Source: an optimization exercise on an open RTL-to-GDS flow (aim: small area, a short achievable clock period and few clock cycles). Production flows keep margins and buffers that such runs may drop.
No run shown here included a check of the RTL's function; only the layout flow was run.
Power is estimated from default activity; no workload was simulated.

<file path="flow/flow/run.sh">
#!/bin/bash
bash standard.sh SETUP_SLACK_MARGIN=6 finish > standard.log 2>&1
</file>
<file path="flow/standard.sh">
#!/bin/bash
# synth_recipe.tcl (not shown) runs the flow's synth.tcl, then flattens the netlist and writes it again
# the make line also repeats each setting of config.mk as NAME=value (left out here)
make -C /OpenROAD-flow-scripts/flow DESIGN_CONFIG=/design/flow/config.mk WORK_HOME=/design/flow/orfs CLKGATE_MAP_FILE= SYNTH_SCRIPT=/design/flow/synth_recipe.tcl "${@:-finish}"
</file>
<file path="flow/config.mk">
export PLATFORM = sky130hd
export DESIGN_NAME = zedmd_scaler
export DESIGN_NICKNAME = zedmd_scaler
export VERILOG_FILES = /design/flow/design.v
export SDC_FILE = /design/flow/constraint.sdc
export NUM_CORES = 4
export LEC_CHECK = 0
export CAP_MARGIN = 20
export CORE_MARGIN = 2
export CORE_UTILIZATION = 60
export PLACE_DENSITY = 0.7
export SETUP_SLACK_MARGIN = 5
export SLEW_MARGIN = 20
</file>
<file path="flow/constraint.sdc">
create_clock -name core_clock -period 9.5 [get_ports {clk}]
set_input_delay 1.9000 -clock core_clock [delete_from_list [all_inputs] [get_ports {clk}]]
set_output_delay 1.9000 -clock core_clock [all_outputs]
set_load 0.01 [all_outputs]
</file>
<file path="flow/design.v">
module zedmd_mode_sel (
    input  wire        aus,
    input  wire        ads,
    input  wire [15:0] lw,
    input  wire [15:0] lh,
    input  wire [15:0] nw,
    input  wire [15:0] nh,
    output reg  [2:0]  mode,
    output reg  [5:0]  xoff,
    output reg  [4:0]  yoff,
    output wire        geom_ok
);
    reg [17:0] cw, chh;
    always @(*) begin
        if (aus && lw == 16'd192 && nw == 16'd256)      mode = 3'd1;
        else if (ads && lw == 16'd192)                  mode = 3'd2;
        else if (aus && lh == 16'd16 && nh == 16'd32)   mode = 3'd3;
        else if (aus && lh == 16'd16 && nh == 16'd64)   mode = 3'd4;
        else if (ads && lw == 16'd256 && nw == 16'd128) mode = 3'd5;
        else if (aus && lw == 16'd128 && nw == 16'd256) mode = 3'd6;
        else                                            mode = 3'd7;
        case (mode)
            3'd1:    begin xoff = 6'd32; yoff = 5'd0;  end
            3'd2:    begin xoff = 6'd16; yoff = 5'd0;  end
            3'd3:    begin xoff = 6'd0;  yoff = 5'd8;  end
            3'd4:    begin xoff = 6'd0;  yoff = 5'd16; end
            default: begin xoff = 6'd0;  yoff = 5'd0;  end
        endcase
        case (mode)
            3'd2, 3'd5: begin cw = {3'b0, lw[15:1]}; chh = {3'b0, lh[15:1]}; end
            3'd4, 3'd6: begin cw = {1'b0, lw, 1'b0}; chh = {1'b0, lh, 1'b0}; end
            default:    begin cw = {2'b0, lw};       chh = {2'b0, lh};       end
        endcase
    end
    assign geom_ok = (mode == 3'd7) ? (lw == nw && lh == nh)
                   : ((cw + {12'd0, xoff} <= {2'b0, nw}) && (chh + {13'd0, yoff} <= {2'b0, nh}));
endmodule
module zedmd_half_pick (
    input  wire       eq_ul_ll,
    input  wire       eq_ul_ur,
    input  wire       eq_ll_ur,
    input  wire       eq_ul_lr,
    input  wire       eq_ll_lr,
    input  wire       eq_ur_lr,
    input  wire       left,
    input  wire       top,
    output reg  [1:0] pick
);
    localparam UL = 2'd0, LL = 2'd1, UR = 2'd2, LR = 2'd3;
    reg       qa, qb, qc, ab, ac, bc;
    reg [1:0] q, a, b;
    always @(*) begin
        case ({top, left})
            2'b11: begin q = UL; a = UR; b = LL;
                         qa = eq_ul_ur; qb = eq_ul_ll; qc = eq_ul_lr;
                         ab = eq_ll_ur; ac = eq_ur_lr; bc = eq_ll_lr; end
            2'b10: begin q = UR; a = UL; b = LR;
                         qa = eq_ul_ur; qb = eq_ur_lr; qc = eq_ll_ur;
                         ab = eq_ul_lr; ac = eq_ul_ll; bc = eq_ll_lr; end
            2'b01: begin q = LL; a = LR; b = UL;
                         qa = eq_ll_lr; qb = eq_ul_ll; qc = eq_ll_ur;
                         ab = eq_ul_lr; ac = eq_ur_lr; bc = eq_ul_ur; end
            default: begin q = LR; a = LL; b = UR;
                         qa = eq_ll_lr; qb = eq_ur_lr; qc = eq_ul_lr;
                         ab = eq_ll_ur; ac = eq_ul_ll; bc = eq_ul_ur; end
        endcase
        if (qa || qb || qc)  pick = q;
        else if (ab || ac)   pick = a;
        else if (bc)         pick = b;
        else                 pick = q;
    end
endmodule
module zedmd_scale2x (
    input  wire       eq_db,
    input  wire       eq_df,
    input  wire       eq_bf,
    input  wire       eq_dh,
    input  wire       eq_hf,
    input  wire       eq_bh,
    output wire [3:0] sel
);
    wire edge_dir = !eq_bh && !eq_df;
    assign sel[0] = edge_dir && eq_db;
    assign sel[1] = edge_dir && eq_dh;
    assign sel[2] = edge_dir && eq_bf;
    assign sel[3] = edge_dir && eq_hf;
endmodule
module zedmd_scaler (
    input  wire        clk,
    input  wire        rst,
    input  wire        start,
    input  wire [15:0] cfg_lw,
    input  wire [15:0] cfg_lh,
    input  wire [15:0] cfg_nw,
    input  wire [15:0] cfg_nh,
    input  wire        cfg_aus,
    input  wire        cfg_ads,
    input  wire        cfg_rgb,
    output wire        busy,
    output wire        done,
    output reg  [2:0]  mode,
    output reg         geom_err,
    output wire        rd_req,
    output reg  [13:0] rd_addr,
    input  wire        rd_ready,
    input  wire [23:0] rd_data,
    output wire        wr_en,
    output wire [13:0] wr_addr,
    output reg  [23:0] wr_data,
    input  wire        wr_ready
);
    localparam P_ZTOP = 4'd0;    
    localparam P_SPAN = 4'd1;    
    localparam P_GAP  = 4'd2;    
    localparam P_GAPL = 4'd3;    
    localparam P_BOT  = 4'd4;    
    localparam P_MT   = 4'd5;    
    localparam P_MB   = 4'd6;    
    localparam P_G    = 4'd7;    
    localparam P_GE   = 4'd8;    
    localparam P_PRE1 = 4'd9;    
    localparam P_PRE2 = 4'd10;   
    localparam P_PRE3 = 4'd11;   
    localparam P_FIN  = 4'd12;
    localparam P_HW   = 4'd13;   
    localparam O_NOP = 4'd0;
    localparam O_ZR  = 4'd1;     
    localparam O_ZT  = 4'd2;     
    localparam O_ZB  = 4'd3;     
    localparam O_WE  = 4'd4;     
    localparam O_WF  = 4'd5;     
    localparam O_TL  = 4'd6;     
    localparam O_BL  = 4'd7;     
    localparam O_TR  = 4'd8;     
    localparam O_BR  = 4'd9;     
    localparam O_ROT = 4'd10;    
    localparam O_G   = 4'd11;    
    localparam T_E  = 3'd0;      
    localparam T_F  = 3'd1;      
    localparam T_E0 = 3'd2;      
    localparam T_B  = 3'd3;      
    localparam T_D  = 3'd4;      
    localparam T_H  = 3'd5;      
    localparam T_Q  = 3'd6;      
    function [13:0] f_inc(input [13:0] a);
        integer i;
        begin
            for (i = 0; i < 14; i = i + 1)
                f_inc[i] = a[i] ^ ((a & ((14'd1 << i) - 14'd1)) == ((14'd1 << i) - 14'd1));
        end
    endfunction
    function [13:0] f_dec(input [13:0] a);
        integer i;
        begin
            for (i = 0; i < 14; i = i + 1)
                f_dec[i] = a[i] ^ ((a & ((14'd1 << i) - 14'd1)) == 14'd0);
        end
    endfunction
    reg s_idle, s_cov, s_marg, s_geom, s_init, s_run, s_done;
    reg [15:0] cw, ch;
    reg [14:0] nw, nh;
    reg        rgb;
    reg        half, dbl;
    wire [2:0] sel_mode;
    wire [5:0] sel_xoff;
    wire [4:0] sel_yoff;
    wire       sel_geom_ok;
    zedmd_mode_sel u_mode_sel (
        .aus(cfg_aus), .ads(cfg_ads),
        .lw(cfg_lw), .lh(cfg_lh), .nw(cfg_nw), .nh(cfg_nh),
        .mode(sel_mode), .xoff(sel_xoff), .yoff(sel_yoff),
        .geom_ok(sel_geom_ok)
    );
    wire sel_half = (sel_mode == 3'd2) || (sel_mode == 3'd5);
    wire sel_dbl  = (sel_mode == 3'd4) || (sel_mode == 3'd6);
    wire m1 = (mode == 3'd1);
    wire m2 = (mode == 3'd2);
    wire m3 = (mode == 3'd3);
    wire m4 = (mode == 3'd4);
    wire m7 = (mode == 3'd7);
    wire [5:0] xoff = m1 ? 6'd32 : m2 ? 6'd16 : 6'd0;
    wire [14:0] units = dbl ? cw[15:1] : cw[14:0];       
    wire [14:0] rows  = dbl ? ch[15:1] : ch[14:0];       
    wire [13:0] lw14  = half ? {cw[12:0], 1'b0} : cw[14:1];    
    wire [17:0] gap_w = {3'b0, nw} - {2'b0, cw};         
    wire [17:0] hgt_w = {3'b0, nh} - {2'b0, ch};         
    wire [7:0]  bmarg_w = m3 ? 8'd8 : m4 ? 8'd16 : hgt_w[7:0];    
    wire [13:0] top_len = m4 ? {nw[9:0], 4'd0}
                        : m3 ? {nw[10:0], 3'd0}
                        : (rows != 15'd0) ? {8'd0, xoff} : 14'd0;
    reg  [13:0] gap;
    reg  [7:0]  bmarg;
    reg         gap_zero, gapl_zero, bm_zero;
    reg         geom_okq, top_nz, rows_zero, rows_one;
    reg         gap_neg, gap_lt16, gap_zf, hgt_neg, hgt_zf;
    wire accept = (s_idle || s_done) && start;
    assign busy = s_cov || s_marg || s_geom || s_init || s_run;
    assign done = s_done;
    wire fire = s_run && rd_ready && wr_ready;
    reg [3:0]  ph;
    reg [1:0]  sub;
    reg [13:0] cnt;       
    reg [13:0] rcnt;      
    reg [13:0] p0, p1, p2;
    reg        pp, frow, y0;
    reg        rq;        
    reg [2:0]  rs;        
    reg [2:0]  rtag;      
    wire c_last = (cnt == 14'd1);
    wire c_more = (cnt[13:1] != 13'd0);    
    wire r_more = (rcnt[13:1] != 13'd0);   
    always @(*) begin
        case (1'b1)
            rs[1]:   rd_addr = p1;
            rs[2]:   rd_addr = p2;
            default: rd_addr = p0;
        endcase
    end
    wire [13:0] inc = f_inc(rd_addr);
    assign rd_req = rq;
    reg [3:0] la_op;
    always @(*) begin
        la_op = O_NOP;
        case (ph)
            P_ZTOP, P_GAP, P_GAPL, P_BOT: la_op = O_ZR;
            P_MT:       la_op = O_ZT;
            P_MB:       la_op = O_ZB;
            P_G, P_GE:  la_op = O_G;
            P_PRE3:     la_op = O_ROT;
            P_HW:       la_op = O_WF;
            P_SPAN: begin
                if (dbl)
                    la_op = (sub == 2'd0) ? O_TL : (sub == 2'd1) ? O_BL : (sub == 2'd2) ? O_TR : O_BR;
                else if (half)
                    la_op = (sub == 2'd0 && pp) ? O_WF : O_NOP;
                else
                    la_op = pp ? O_WF : O_WE;
            end
            default: ;
        endcase
    end
    wire [13:0] cnt_dec  = f_dec(cnt);
    wire [13:0] rcnt_dec = f_dec(rcnt);
    reg [3:0]  re_ph;
    reg [13:0] re_cnt, re_rcnt;
    always @(*) begin
        re_ph   = P_SPAN;
        re_cnt  = units[13:0];
        re_rcnt = rcnt;
        if (r_more) begin
            re_rcnt = rcnt_dec;
            if (!gap_zero) begin
                re_ph  = P_GAP;
                re_cnt = gap;
            end
        end else if (!gapl_zero) begin
            re_ph  = P_GAPL;
            re_cnt = gap;
        end else begin
            re_ph   = bm_zero ? P_FIN : P_BOT;
            re_cnt  = nw[13:0];
            re_rcnt = {6'd0, bmarg};
        end
    end
    reg [3:0]  ph_n;
    reg [1:0]  sub_n;
    reg [13:0] cnt_n, rcnt_n, p0_n, p1_n, p2_n;
    reg        pp_n, frow_n, y0_n;
    always @(*) begin
        ph_n = ph; sub_n = sub; cnt_n = cnt; rcnt_n = rcnt;
        p0_n = p0; p1_n = p1; p2_n = p2;
        pp_n = pp; frow_n = frow; y0_n = y0;
        if (s_init) begin
            sub_n  = 2'd0;
            p0_n   = 14'd0;
            p1_n   = 14'd0;
            p2_n   = rows_one ? 14'd0 : lw14;
            pp_n   = 1'b0;
            frow_n = 1'b1;
            y0_n   = 1'b1;
            rcnt_n = rows[13:0];
            if (!geom_okq)
                ph_n = P_FIN;
            else if (top_nz) begin
                ph_n  = P_ZTOP;
                cnt_n = top_len;
            end else if (rows_zero) begin
                ph_n   = P_BOT;          
                cnt_n  = nw[13:0];
                rcnt_n = {6'd0, bmarg};
            end else begin
                ph_n  = dbl ? P_G : P_SPAN;
                cnt_n = units[13:0];
            end
        end else begin
            case (ph)
                P_ZTOP: begin
                    cnt_n = cnt_dec;
                    if (c_last) begin
                        ph_n  = dbl ? P_G : P_SPAN;
                        cnt_n = units[13:0];
                    end
                end
                P_GAP: begin
                    cnt_n = cnt_dec;
                    if (c_last) begin
                        ph_n  = P_SPAN;
                        cnt_n = units[13:0];
                    end
                end
                P_GAPL: begin
                    cnt_n = cnt_dec;
                    if (cnt == (m1 ? 14'd33 : m2 ? 14'd17 : 14'd1)) begin
                        ph_n   = bm_zero ? P_FIN : P_BOT;
                        cnt_n  = nw[13:0];
                        rcnt_n = {6'd0, bmarg};
                    end
                end
                P_BOT: begin
                    cnt_n = cnt_dec;
                    if (c_last) begin
                        cnt_n  = nw[13:0];
                        rcnt_n = rcnt_dec;
                        if (rcnt == 14'd1) ph_n = P_FIN;
                    end
                end
                P_MT: begin
                    cnt_n = cnt_dec;
                    if (c_last) begin
                        ph_n  = P_MB;
                        cnt_n = gap;
                    end
                end
                P_MB: begin
                    cnt_n = cnt_dec;
                    if (c_last) ph_n = r_more ? P_G : P_GE;
                end
                P_G: begin
                    cnt_n  = units[13:0];
                    ph_n   = P_PRE1;
                    frow_n = 1'b0;
                    if (!frow) begin
                        rcnt_n = rcnt_dec;
                        y0_n   = 1'b0;
                        p1_n   = inc;                        
                        if (y0) p0_n = 14'd0;
                        if (rcnt == 14'd2) p2_n = inc;
                    end
                end
                P_GE: begin
                    ph_n   = bm_zero ? P_FIN : P_BOT;
                    cnt_n  = nw[13:0];
                    rcnt_n = {6'd0, bmarg};
                end
                P_HW: begin
                    pp_n   = 1'b0;
                    ph_n   = re_ph;
                    cnt_n  = re_cnt;
                    rcnt_n = re_rcnt;
                end
                P_PRE1: begin
                    if (c_more) p1_n = inc;
                    ph_n = P_PRE2;
                end
                P_PRE2: begin
                    p0_n = inc;
                    ph_n = P_PRE3;
                end
                P_PRE3: begin
                    if (cnt[13:1] != 13'd0 && cnt != 14'd2) p1_n = inc;    
                    ph_n  = P_SPAN;
                    sub_n = 2'd0;
                end
                P_SPAN: begin
                    if (dbl) begin
                        sub_n = sub + 2'd1;
                        case (sub)
                            2'd0: p2_n = inc;
                            2'd1: ;
                            2'd2: if (!c_last) p0_n = inc;
                            default: begin
                                if (cnt[13:2] != 12'd0) p1_n = inc;    
                                if (c_last) begin
                                    if (!gap_zero) begin
                                        ph_n  = P_MT;
                                        cnt_n = gap;
                                    end else
                                        ph_n = r_more ? P_G : P_GE;
                                end else
                                    cnt_n = cnt_dec;
                            end
                        endcase
                    end else begin
                        if (half) begin
                            sub_n = sub + 2'd1;
                            case (sub)
                                2'd0: begin p0_n = inc; p1_n = p0 + lw14; pp_n = 1'b0; end
                                2'd1: p1_n = inc;
                                2'd2: p0_n = inc;
                                default: begin
                                    pp_n = 1'b1;
                                    if (c_last) p0_n = inc;    
                                end
                            endcase
                        end else begin
                            p0_n = inc;
                            pp_n = !pp;
                        end
                        if (!half || sub == 2'd3) begin
                            if (c_last) begin
                                if (half)
                                    ph_n = P_HW;
                                else begin
                                    ph_n   = re_ph;
                                    cnt_n  = re_cnt;
                                    rcnt_n = re_rcnt;
                                end
                            end else
                                cnt_n = cnt_dec;
                        end
                    end
                end
                default: ;
            endcase
        end
    end
    reg        rq_n;
    reg [2:0]  rs_n;
    reg [2:0]  rtag_n;
    always @(*) begin
        rq_n   = 1'b0;
        rs_n   = 3'b001;
        rtag_n = T_E;
        case (ph_n)
            P_G:    rs_n = 3'b010;
            P_PRE1: begin rq_n = 1'b1; rs_n = 3'b010; rtag_n = T_E0; end
            P_PRE2: begin rq_n = 1'b1; rs_n = 3'b001; rtag_n = T_B;  end
            P_PRE3: begin rq_n = 1'b1; rs_n = 3'b010; rtag_n = T_D;  end
            P_SPAN: begin
                if (dbl) begin
                    case (sub_n)
                        2'd0: begin rq_n = 1'b1;      rs_n = 3'b100; rtag_n = T_H; end
                        2'd1: ;
                        2'd2: begin rq_n = !c_last; rs_n = 3'b001; rtag_n = T_B; end    
                        default: begin rq_n = !c_last; rs_n = 3'b010; rtag_n = T_D; end
                    endcase
                end else if (half) begin
                    rq_n = 1'b1;
                    case (sub_n)
                        2'd0: begin rs_n = 3'b001; rtag_n = T_E; end
                        2'd1: begin rs_n = 3'b010; rtag_n = T_B; end
                        2'd2: begin rs_n = 3'b001; rtag_n = T_D; end
                        default: begin rs_n = 3'b010; rtag_n = T_Q; end
                    endcase
                end else begin
                    rq_n   = 1'b1;
                    rs_n   = 3'b001;
                    rtag_n = pp_n ? T_F : T_E;
                end
            end
            default: ;
        endcase
    end
    wire hs_left = (cnt > (m2 ? 14'd48 : 14'd64));
    wire hs_top  = (rcnt > ch[14:1]);
    reg [3:0] dl1;
    reg       w_en, w_wb, w_zr, w_g, w_rot;
    function is_wr(input [3:0] op);
        is_wr = (op != O_NOP) && (op != O_ROT) && (op != O_G);
    endfunction
    always @(posedge clk) begin
        if (rst) begin
            s_idle   <= 1'b1;
            s_cov    <= 1'b0;
            s_marg   <= 1'b0;
            s_geom   <= 1'b0;
            s_init   <= 1'b0;
            s_run    <= 1'b0;
            s_done   <= 1'b0;
            mode     <= 3'd0;
            geom_err <= 1'b0;
        end else begin
            if (accept) begin
                mode <= sel_mode;
                half <= sel_half;
                dbl  <= sel_dbl;
                cw   <= cfg_lw;
                ch   <= cfg_lh;
                nw   <= cfg_nw[14:0];
                nh   <= cfg_nh[14:0];
                rgb  <= cfg_rgb;
            end
            if (s_idle || s_done) begin
                s_idle <= !accept;
                s_done <= 1'b0;
                s_cov  <= accept;
            end
            if (s_cov) begin
                cw     <= half ? {1'b0, cw[15:1]} : dbl ? {cw[14:0], 1'b0} : cw;
                ch     <= half ? {1'b0, ch[15:1]} : dbl ? {ch[14:0], 1'b0} : ch;
                s_cov  <= 1'b0;
                s_marg <= 1'b1;
            end
            if (s_marg) begin
                gap       <= gap_w[13:0];
                bmarg     <= bmarg_w;
                gap_zero  <= (gap_w[13:0] == 14'd0);
                gapl_zero <= (gap_w[13:0] == {8'd0, xoff});
                bm_zero   <= (bmarg_w == 8'd0);
                gap_neg   <= gap_w[17];
                gap_lt16  <= (gap_w[16:4] == 13'd0);
                gap_zf    <= (gap_w == 18'd0);
                hgt_neg   <= hgt_w[17];
                hgt_zf    <= (hgt_w == 18'd0);
                top_nz    <= (top_len != 14'd0);
                rows_zero <= (rows == 15'd0);
                rows_one  <= (rows == 15'd1);
                s_marg    <= 1'b0;
                s_geom    <= 1'b1;
            end
            if (s_geom) begin
                geom_okq <= m7 ? (gap_zf && hgt_zf) : (!gap_neg && !(m2 && gap_lt16) && !hgt_neg);
                s_geom   <= 1'b0;
                s_init   <= 1'b1;
            end
            if (s_init) begin
                geom_err <= !geom_okq;
                s_init   <= 1'b0;
                s_run    <= geom_okq;
                s_done   <= !geom_okq;
            end
            if (fire && ph == P_FIN && !is_wr(dl1)) begin
                s_run  <= 1'b0;
                s_done <= 1'b1;
            end
        end
    end
    always @(posedge clk) begin
        if (s_init || fire) begin
            ph   <= ph_n;
            sub  <= sub_n;
            cnt  <= cnt_n;
            rcnt <= rcnt_n;
            p0   <= p0_n;
            p1   <= p1_n;
            p2   <= p2_n;
            pp   <= pp_n;
            frow <= frow_n;
            y0   <= y0_n;
            rs   <= rs_n;
            rtag <= rtag_n;
        end
    end
    always @(posedge clk) begin
        if (rst || s_init) begin
            rq    <= 1'b0;
            dl1   <= O_NOP;
            w_en  <= 1'b0;
            w_zr  <= 1'b0;
            w_g   <= 1'b0;
            w_rot <= 1'b0;
        end
        if (s_init && !rst)
            rq <= rq_n;
        if (fire && !rst) begin
            rq    <= rq_n;
            dl1   <= la_op;
            w_en  <= is_wr(dl1);
            w_wb  <= (dl1 == O_ZB) || (dl1 == O_BL) || (dl1 == O_BR);
            w_zr  <= (dl1 == O_ZR);
            w_g   <= (dl1 == O_G);
            w_rot <= (dl1 == O_BR) || (dl1 == O_ROT);
        end
    end
    reg        arr_v;
    reg [2:0]  arr_tag;
    reg        arr_left, arr_top;
    always @(posedge clk) begin
        if (rst) arr_v <= 1'b0;
        else     arr_v <= fire && rq;
        arr_tag  <= rtag;
        arr_left <= hs_left;
        arr_top  <= hs_top;
    end
    reg [23:0] pd, pe, pf, pb;
    reg        fa, fb, fc, fd, fe, ff;
    reg [3:0]  csel;
    wire cE = (rd_data[7:0] == pe[7:0]) && (!rgb || rd_data[23:8] == pe[23:8]);
    wire cB = (rd_data[7:0] == pb[7:0]) && (!rgb || rd_data[23:8] == pb[23:8]);
    wire cD = (rd_data[7:0] == pd[7:0]) && (!rgb || rd_data[23:8] == pd[23:8]);
    reg        qE, qB, qD, ql, qt, st2;
    always @(posedge clk) begin
        if (rst) st2 <= 1'b0;
        else     st2 <= arr_v && (arr_tag == T_Q);
        if (arr_v && arr_tag == T_Q) begin
            qE <= cE;
            qB <= cB;
            qD <= cD;
            ql <= arr_left;
            qt <= arr_top;
        end
    end
    wire [1:0] pick;
    zedmd_half_pick u_half_pick (
        .eq_ul_ll(fa), .eq_ul_ur(fb), .eq_ll_ur(fc),
        .eq_ul_lr(qE), .eq_ll_lr(qB), .eq_ur_lr(qD),
        .left(ql), .top(qt), .pick(pick)
    );
    reg [23:0] pick_pix;
    always @(*) begin
        case (pick)
            2'd0:    pick_pix = pe;
            2'd1:    pick_pix = pb;
            default: pick_pix = pd;
        endcase
    end
    wire hbyp = arr_v && (arr_tag == T_H);
    wire [3:0] sel_now;
    zedmd_scale2x u_scale2x (
        .eq_db(fa), .eq_df(fb), .eq_bf(fc),
        .eq_dh(hbyp ? cE : fd), .eq_hf(hbyp ? cD : fe), .eq_bh(hbyp ? cB : ff),
        .sel(sel_now)
    );
    wire rot = fire && w_rot;
    always @(posedge clk) begin
        if (rot) begin
            pd   <= pe;
            pe   <= pf;
            pf   <= pd;
            csel <= sel_now;
        end
        if (st2 && pick != 2'd3)
            pf <= pick_pix;
        if (arr_v) begin
            case (arr_tag)
                T_E:  pe <= rd_data;
                T_F:  pf <= rd_data;
                T_E0: begin pe <= rd_data; pf <= rd_data; end
                T_B:  begin pb <= rd_data; fa <= cE; end
                T_D:  begin pd <= rd_data; fb <= cE; fc <= cB; end
                T_H:  begin fd <= cE; fe <= cD; ff <= cB; end
                T_Q:  begin pf <= rd_data; end
                default: ;
            endcase
        end
    end
    reg [13:0] wt, wb;
    assign wr_en   = w_en;
    assign wr_addr = w_wb ? wb : wt;
    wire [13:0] wt_inc = f_inc(wt);
    wire [13:0] wb_inc = f_inc(wb);
    reg sel_d, sel_e, sel_f;
    wire [3:0] csel_new = rot ? sel_now : csel;
    always @(posedge clk) begin
        if (fire) begin
            sel_d <= (dl1 == O_TL && csel_new[0]) || (dl1 == O_BL && csel_new[1]);
            sel_f <= (dl1 == O_WF) || (dl1 == O_TR && csel_new[2]) || (dl1 == O_BR && csel_new[3]);
            sel_e <= (dl1 == O_WE) || (dl1 == O_TL && !csel_new[0]) || (dl1 == O_BL && !csel_new[1])
                                   || (dl1 == O_TR && !csel_new[2]) || (dl1 == O_BR && !csel_new[3]);
        end
    end
    always @(*) begin
        wr_data = ({24{sel_d}} & pd) | ({24{sel_e}} & pe) | ({24{sel_f}} & pf);
    end
    always @(posedge clk) begin
        if (s_init) begin
            wt <= 14'd0;
            wb <= 14'd0;
        end else if (fire) begin
            if (w_g) begin
                wt <= wb;
                wb <= wb + nw[13:0];
            end else if (w_en) begin
                if (!w_wb || w_zr) wt <= wt_inc;    
                if (w_wb || w_zr)  wb <= w_zr ? wt_inc : wb_inc;
            end
        end
    end
endmodule
</file>
==> metrics list, run 1 <==
* Result of the run: no timing/DRC/antenna violations
* Final std cell area, no fill: 28,960 um2
- The congestion estimate from routability-driven global placement came to 0.9876.
- The largest individual stage delay along the critical path comes from the cell sky130_fd_sc_hd__a222oi_1.
- Dividing the detail-routed wire length by the instance count gives between 20 and 25 um.
- Number of instances in the synthesized netlist: 2,703
- Dividing total power by cell area gives a power density of about 140 nW/um2.
* Number of synthesized flops with an enable pin: 231
- Delay of the slowest critical-path stage: 460 ps
* Count of endpoints failing hold in the final timing report: 0
- From synthesis to final layout, the design area changed by 19.87%.
* Total Wirelength: ~81 mm
- # nets final: 3,067
- Cell area after synthesis: about 24,000 um2
- Most frequent cell after synthesis: sky130_fd_sc_hd__nor2_1
- Vias in the first global route: 21,463
- Congestion Overflow GR: 0
- Count of final max-slew check failures: 0
* Clock tree from TritonCTS: built
- Min Tclk post-route: 3926 ps
- The cell family contributing the most delay on the critical path is buffers and inverters.
- Summing over every cut layer, the via total after detailed routing is ~23,000.
- Top cells by area in the synthesized netlist: sky130_fd_sc_hd__edfxtp_1 (29%), sky130_fd_sc_hd__dfxtp_1 (10%), sky130_fd_sc_hd__ha_1 (5.6%)
- The wire-length estimate of the detail-placed layout is 53.72 mm.
* Initial antenna violation count: 2
- Power spent charging and discharging nets: 0.001049 W
- The placed instances occupy a cell area of approximately 26,000 um2.
- First-pass GRT wire length: roughly 120 mm
- FF-to-FF path depth: 8
- The worst setup path is launched from a flip-flop.
* Remaining number of nets flagged by the antenna check after routing: 0
- Synthesis inferred 353 register bits.
* Final antenna diode count: 0
- Worst setup EP type: output pin
* Critical-path cell list: buf_6, buf_12, a222oi_1, inv_1, buf_2
- CTS saw about 350 sinks.
- Synthesis produced a netlist with a net count of 2,912.
- Setup repair after global routing could not meet its margin everywhere.
- STA puts the critical path data required time at 7600 ps.
* Number of I/O pins: 156
- The most used flip-flop cell after synthesis is sky130_fd_sc_hd__edfxtp_1.
- In this run the number of H-tree levels came out at 2.
- Rel. slew slack: 0.2522
* Measured slew at the worst slew-check pin: 1120 ps
* Root Buffer Master: sky130_fd_sc_hd__clkbuf_16
- Core Rows: 73
- The setup path with the least slack is of type flip-flop to output pin.
- Of the available clock period, the critical path in the final layout requires 0.4132.
- The share of total power dissipated in sequential elements is 0.442.
- Proportion of netlist area held by the largest area contributor: 0.2871
- Number of maximum-capacitance violations: 0
- Along the worst path, the maximum fanout reaches 6.
- Across all register-to-register paths, the minimum setup slack is 6070 ps.
- From left edge to right edge, the die measures 204.7 um.
- Max Freq: 254.7 MHz
* Number of inserted filler cells in the final layout: 2,930
- List of most frequent post-synthesis cells: sky130_fd_sc_hd__nor2_1 (266), sky130_fd_sc_hd__edfxtp_1 (231), sky130_fd_sc_hd__nand2_1 (219)
- Clock tree synthesis inserted a total of 40 buffers.
* Final-report setup violation count: 0
* Clk buf depth: 3
- STA puts the critical path data arrival time at approximately 2000 ps.
* Min-Delay Path Class: flip-flop to flip-flop
- For the final routed database, the setup TNS stands at 0 ps.
- Worst-Skew Late Latency: 580 ps
- Of the cells placed in the final design, the portion with a size suffix greater than 1 is 0.1555.
- Of the total power, the share spent switching nets is 0.2623.
* Die area: between 40,000 and 50,000 um2
- Clock slew at reported path FFs: 60 ps
* Syn avg cell area: roughly 8.9 um2
- In the routed design, unresolved DRC markers number 0.
- Synthesis instantiated 97 different standard cells from the library.
- Of the total power, combinational logic draws 0.134.
* Placeable Area: between 30,000 and 40,000 um2
- For this configuration, the core starts out at a cell density of 0.6080.
- Before antenna repair, the detailed router went through 8 iterations.
* IR drop worst, VDD: 0.1340 mV
- Buffer and inverter count on the worst path: 4
- Part of the Yosys area used for sequential elements: 0.3882
- For this run, the total global-route usage over all layers was measured as 0.3709.
- Internal power comes to 0.002950 W.
- Buffers added on ports: 155
- The detailed router finished its first iteration with ~3,000 violations.
- In the synthesized netlist the async set-or-reset flop fraction comes to 0.
* Critical path depth: 5
- Hold Path Depth: 0
* Yosys synthesis warning count: 3
- Largest net degree at the start of global routing: 80
- The clock arrives with 19.24 ps of skew.
* Cell type contributing the most total cell area after synthesis: sky130_fd_sc_hd__edfxtp_1
* Total leakage power: 11.67 nW
- The share of total power dissipated in the clock network is 0.423.
* Utilization of the core after routing: 0.7288
- Number of vias per cell after detailed routing: ~6.7
* Die Y: 204.7 um
[flip-flops by register name (all words and copies together) (netlist names), 4 cells and up]
name / count
csel: 4
ph: 4
p0: 14
rcnt: 14
pd: 24
gap: 14
cw: 16
pb: 24
wt: 14
pf: 24
wb: 14
bmarg: 8
p2: 14
dl1: 4
ch: 16
cnt: 14
p1: 14
nw: 15
pe: 24
nh: 15
[per-stage QoR]
| step | power (W) | setup slack [ps] | cells | hold WS, ps |
|---|---|---|---|---|
| 5_1_grt | 0.004110 | 5535 | 3413 | 350.4 |
| 3_5_place_dp | 0.002303 | 3901 | 3236 | 334.6 |
| 3_3_place_gp | 0.002287 | 4139 | 3236 | 328.6 |
| 4_1_cts | 0.003967 | 5653 | 3379 | 340.8 |
| 2_1_floorplan | 0.002106 | 5780 | 2703 | 323.3 |
| 6_report | 0.003999 | 5574 | 3413 | 338.6 |
[repair_timing]
action	4_1_cts	5_1_grt
resized for setup	380	150
hold buffers	0	0
cloned	7	0
setup endpoints to repair	317	198
setup buffers	64	34
pin swaps	57	44
[path summary, 6_finish.rpt]
check               start           to
setup reg to reg  rcnt[8]       cnt[9]
hold reg to reg   rtag[1]   arr_tag[1]
hold / removal    rtag[1]   arr_tag[1]
setup / recovery    sel_d  wr_data[20]
[final cells by class]
class                      count  area [um2]  share of cell area
tap                          525       656.9             0.02268
sequential                   353        9395              0.3244
timing repair buffer         282        2691             0.09294
inverter                     148       560.5             0.01936
clock buffer                  47        1047             0.03616
multi-input combinational   2033       14240              0.4919
clock inverter                25       361.6             0.01249
[power by group through the flow]
stage | Clock, W | Combinational, W | Sequential (W)
2_1_floorplan | 0 | 0.000337 | 0.00177
3_3_place_gp | 0 | 0.000486 | 0.00180
3_5_place_dp | 0 | 0.000499 | 0.00180
4_1_cts | 0.00169 | 0.000506 | 0.00177
5_1_grt | 0.00175 | 0.000582 | 0.00177
6_report | 0.00169 | 0.000537 | 0.00177
[layout by cell type (no fill, tap or decap), drive strengths merged, types with 22 or more instances in the layout]
| master | Yosys | final |
|---|---|---|
| nand3 | 39 | 40 |
| edfxtp | 231 | 231 |
| dfxtp | 122 | 122 |
| a22oi | 33 | 33 |
| a211oi | 38 | 38 |
| nor2 | 268 | 270 |
| mux2i | 120 | 120 |
| clkbuf | 141 | 54 |
| ha | 109 | 109 |
| nor4 | 37 | 37 |
| o21ai | 194 | 194 |
| a222oi | 26 | 26 |
| nand2b | 22 | 22 |
| nand2 | 220 | 220 |
| mux2 | 50 | 50 |
| inv | 145 | 146 |
| xor2 | 53 | 53 |
| xnor2 | 93 | 93 |
| o22ai | 79 | 79 |
| clkdlybuf4s50 | 0 | 73 |
| nand4 | 32 | 32 |
| buf | 31 | 190 |
| nor3 | 56 | 56 |
| nor2b | 35 | 35 |
| a21oi | 200 | 200 |
[kinds of logic after synthesis]
group | share of synthesized area
AOI/OAI and AO/OA | 0.2151
muxes | 0.07303
and+or+nand+nor | 0.1601
buffers and inverters | 0.05081
xor gates and xnor gates | 0.05293
DFF | 0.3882
adders and majority gates | 0.05977
[per-layer routing]
layer	GRT usage	routed length, um
met1	0.4912	31960
met2	0.5945	36740
met3	0.08368	9048
met4	0.1361	2863
met5	0	0
==> run 2, diff against run 1 <==
==> flow/flow/run.sh (replaced) <==
#!/bin/bash
export BUFFER_PORTS_ARGS="-buffer_cell sky130_fd_sc_hd__buf_1"
bash standard.sh SETUP_SLACK_MARGIN=6 finish > standard.log 2>&1
==> metrics list, run 2 <==
- The flow ran to the end and the layout has no timing, DRC or antenna violations.
- The area growth from synthesis to layout is 14.71%.
- The final setup violation count is 0 (unchanged).
- Startpoint kind of the worst setup timing path: flip-flop
- Cell Count, Final, Fillers Out: 3,399 (-0.41%)
* Worst-Skew Late Latency: 580 ps (about the same)
* Die Y: 204.7 um (unchanged)
* CP required: 7600 ps (about the same)
- The area inside the core boundary came to 39,730 um2 (unchanged).
* Count of final max-slew check failures: 0 (unchanged)
- The combined global-route utilization of all metal layers was 0.3603 (-0.01061).
- Number of maximum-capacitance violations: 0 (unchanged)
- Clk buf depth: 3 (unchanged)
- The share of synthesized flip-flops with an asynchronous set or reset is 0 (unchanged).
- Most frequent standard cell in the layout excluding fill and tap cells: sky130_fd_sc_hd__nor2_1
- Setup repair after global routing could not meet its margin everywhere.
* Initial antenna violation count: 2 (unchanged)
- Of all cell types, the one taking the most synthesized area is sky130_fd_sc_hd__edfxtp_1.
* Min-Delay Path Class: flip-flop to flip-flop
* Measured slew at the worst slew-check pin: 1065 ps (-54.76 ps)
- Count of endpoints failing hold in the final timing report: 0 (unchanged)
- Cell area after synthesis: 24,160 um2 (unchanged)
- The clock sink count came to 353 (unchanged).
- Syn avg cell area: 8.938 um2 (unchanged)
- # placed instances: 3,236 (unchanged)
- The total die area is 41,880 um2 (unchanged).
- Number of DRC markers in iteration 0: 3,251 (+9.4%)
* Root Buffer Master: sky130_fd_sc_hd__clkbuf_16
- The total routed wirelength was 77.83 mm (-3.5%).
* Max Freq: 259.8 MHz (+2.0%)
* Rel. slew slack: 0.2873 (+0.03510)
* Yosys synthesis warning count: 3 (unchanged)
- The post-layout minimum cycle time was 3849 ps (-76.40 ps).
* Proportion of netlist area held by the largest area contributor: 0.2871 (unchanged)
- First drt pass iteration count: 10 (+2)
- The number of storage elements in the synthesis netlist was 353 (unchanged).
* Total Negative Setup Slacks: 0 ps (unchanged)
- Final Wtd Congestion: 1.028 (+4.1%)
* # nets final: 3,048 (-0.62%)
* Most frequent cell after synthesis: sky130_fd_sc_hd__nor2_1
* Core Rows: 73 (unchanged)
- The starting density of the core was 0.6080 (unchanged).
- Vias in the first global route: 20,766 (-3.2%)
- The share of cells above drive strength 1 was 0.1257 (-0.02977).
* Total power consumption of the routed design: 0.003835 W (-4.1%)
- Clock slew at reported path FFs: 60 ps (about the same)
* Final period util: 0.4052 (-0.008042)
- Post-detail-place hpwl: 53.41 mm (-0.58%)
- TritonCTS Buffers: 41 (+2.5%)
* Top cells by area in the synthesized netlist: sky130_fd_sc_hd__edfxtp_1 (29%), sky130_fd_sc_hd__dfxtp_1 (10%), sky130_fd_sc_hd__ha_1 (5.6%)
* Total leakage power: 10.99 nW (-5.9%)
- The largest fanout on the critical path was 8 (+2).
* Congestion Overflow GR: 0 (unchanged)
- Count of H-tree levels built during CTS: 2 (unchanged)
- Remaining number of nets flagged by the antenna check after routing: 0 (unchanged)
- First-pass GRT wire length: 117.6 mm (-2.8%)
* Number of synthesized flops with an enable pin: 231 (unchanged)
* Post-synthesis cell type count: 97 (unchanged)
- The final-layout fill cell count is 3,195 (+9.0%).
- The detailed-route DRC error count came to 0 (unchanged).
- The data arrival at the endpoint of the critical path came to 1950 ps (-80 ps).
- The via count came to 22,597 (-1.7%).
- Primary flip-flop cell chosen by synthesis mapping: sky130_fd_sc_hd__edfxtp_1
- The part of the Yosys area used for sequential elements is 0.3882 (unchanged).
* Number of vias per cell after detailed routing: 6.648 (-1.3%)
- The total of buffers placed on input and output ports came to 155 (unchanged).
- The commonest cells after synthesis are sky130_fd_sc_hd__nor2_1 (266), sky130_fd_sc_hd__edfxtp_1 (231), sky130_fd_sc_hd__nand2_1 (219).
- Clock tree from TritonCTS: built
* Worst setup EP type: output pin
* Synth Net Count: 2,912 (unchanged)
* Die width: 204.7 um (unchanged)
- Commonest non-fill, non-tap cells in the layout: sky130_fd_sc_hd__nor2_1 (260), sky130_fd_sc_hd__edfxtp_1 (231), sky130_fd_sc_hd__nand2_1 (217)
- By startpoint and endpoint, the worst setup path is classified as flip-flop to output pin.
- Detailed-route wire length per cell: 22.90 um (-3.1%)
- Number of I/O pins: 156 (unchanged)
* Number of instances in the synthesized netlist: 2,703 (unchanged)
* Hold slack: 339.7 ps (+1.112 ps)
- The peak supply drop is 0.1417 mV (+5.8%).
- Largest net degree at the start of global routing: 79 (-1.3%)
- Total power divided by cell area: 138.4 nW/um2 (+0.22%)
- The worst clock skew came to 20.30 ps (+1.064 ps).
## run 2: cell types whose count changed in the layout (fill, tap and decap cells not counted), sizes merged
cell	delta
clkdlybuf4s50	-73
buf	+68
clkbuf	+15
dlygate4sd2	-8
bufinv	-7
clkinv	-3
bufbuf	-2
clkinvlp	-2
diode	+2
dlymetal6s2s	-2
nor2	-2
## run 2: report_power, final
group | switching (W) | internal, W | total [W]
Sequential | 0.0000782 | 0.00169 | 0.00177
Combinational | 0.000281 | 0.000204 | 0.000485
Clock | 0.000659 | 0.000918 | 0.00158
Total | 0.00102 | 0.00282 | 0.00383
## run 2: worst paths after layout
kind / startpoint / endpoint / slack (ps) / depth (start not counted)
worst max-delay path: rs[2] / rd_addr[9] / 5650 / 6
worst min-delay path: rtag[1] / arr_tag[1] / 340 / 0
worst max register to register: ph[2] / cnt[3] / 6030 / 8
worst min register to register: rtag[1] / arr_tag[1] / 340 / 0
## run 2: cell type report
cell class	count	area (um2)	share of cell area
clock buffers	63	1221	0.04407
diodes	2	5.005	0.0001806
multi-input cells	2031	14030	0.5063
flip-flops and latches	353	9384	0.3386
repair buffers	264	1743	0.06289
inverters	148	559.3	0.02018
clock inverters	13	113.9	0.004109
well taps	525	656.9	0.02370
## run 2: kinds of logic after synthesis
family                     Yosys count  share of synthesized area
AOI/OAI and AO/OA                  797                     0.2151
xor gates and xnor gates           146                    0.05293
adders and majority gates          113                    0.05977
buffers and inverters              320                    0.05081
DFF                                353                     0.3882
muxes                              170                    0.07303
and+or+nand+nor                    804                     0.1601
## run 2: per-layer routing
layer	routed length (um)	vias up	track usage	share of wire
li1	-	10348	-	-
met1	32330	10826	0.4921	0.42
met2	35050	1213	0.5696	0.45
met3	7776	208	0.06793	0.10
met4	2654	2	0.1335	0.034
met5	17	-	0	0.00022
## run 2: timing repair
action,4_1_cts,5_1_grt
pin swaps,21,41
setup endpoints to repair,180,141
setup buffers,45,39
hold buffers,0,0
resized for setup,85,95
cloned,0,1
## run 2: metrics by stage
| stage | utilization | area, um2 | setup WS (ps) |
|---|---|---|---|
| 5_1_grt | 0.6974 | 27710 | 5597 |
| 6_report | 0.6975 | 27710 | 5651 |
| 4_1_cts | 0.6800 | 27020 | 5637 |
| 3_3_place_gp | 0.6295 | 25010 | 4441 |
| 3_5_place_dp | 0.6296 | 25020 | 4340 |
| 2_1_floorplan | - | 24330 | 5780 |
## run 2: worst max-delay path, cell delays in order, from the launching register on
cell                       delay, ps
sky130_fd_sc_hd__edfxtp_1        420
sky130_fd_sc_hd__buf_12          170
sky130_fd_sc_hd__buf_8           120
sky130_fd_sc_hd__mux2_4          300
sky130_fd_sc_hd__mux2i_4         150
sky130_fd_sc_hd__inv_1            70
sky130_fd_sc_hd__buf_2           130

## what the ideal ports hide
In the flow no input, the clock included, has a driving cell. The finished layouts below were timed again as built, in two steps.
Step 1 sets driving cells, clkbuf_16 on the clock port and buf_2 on the other inputs (assumed; they add their load-dependent delay and slew).
Step 2, shift: input delay + t, output delay - t, t = (earliest + latest rising clock arrival at the registers) / 2. This alone moves slack from input paths to output paths.
a / b / c = ideal ports / drivers / drivers and shift; a / b = the first two.
run | t, ns | setup WS [ns] | worst slew at a driven data input, ns
run 1 | 0.631 | 5.574 / 5.516 / 5.388 | 0.10
run 2 | 0.635 | 5.651 / 5.591 / 5.387 | 0.08
After both steps every run listed still meets setup and hold. The setup slack of run 2, which loses most, moves by -0.060 ns with the drivers and by -0.264 ns with both steps.
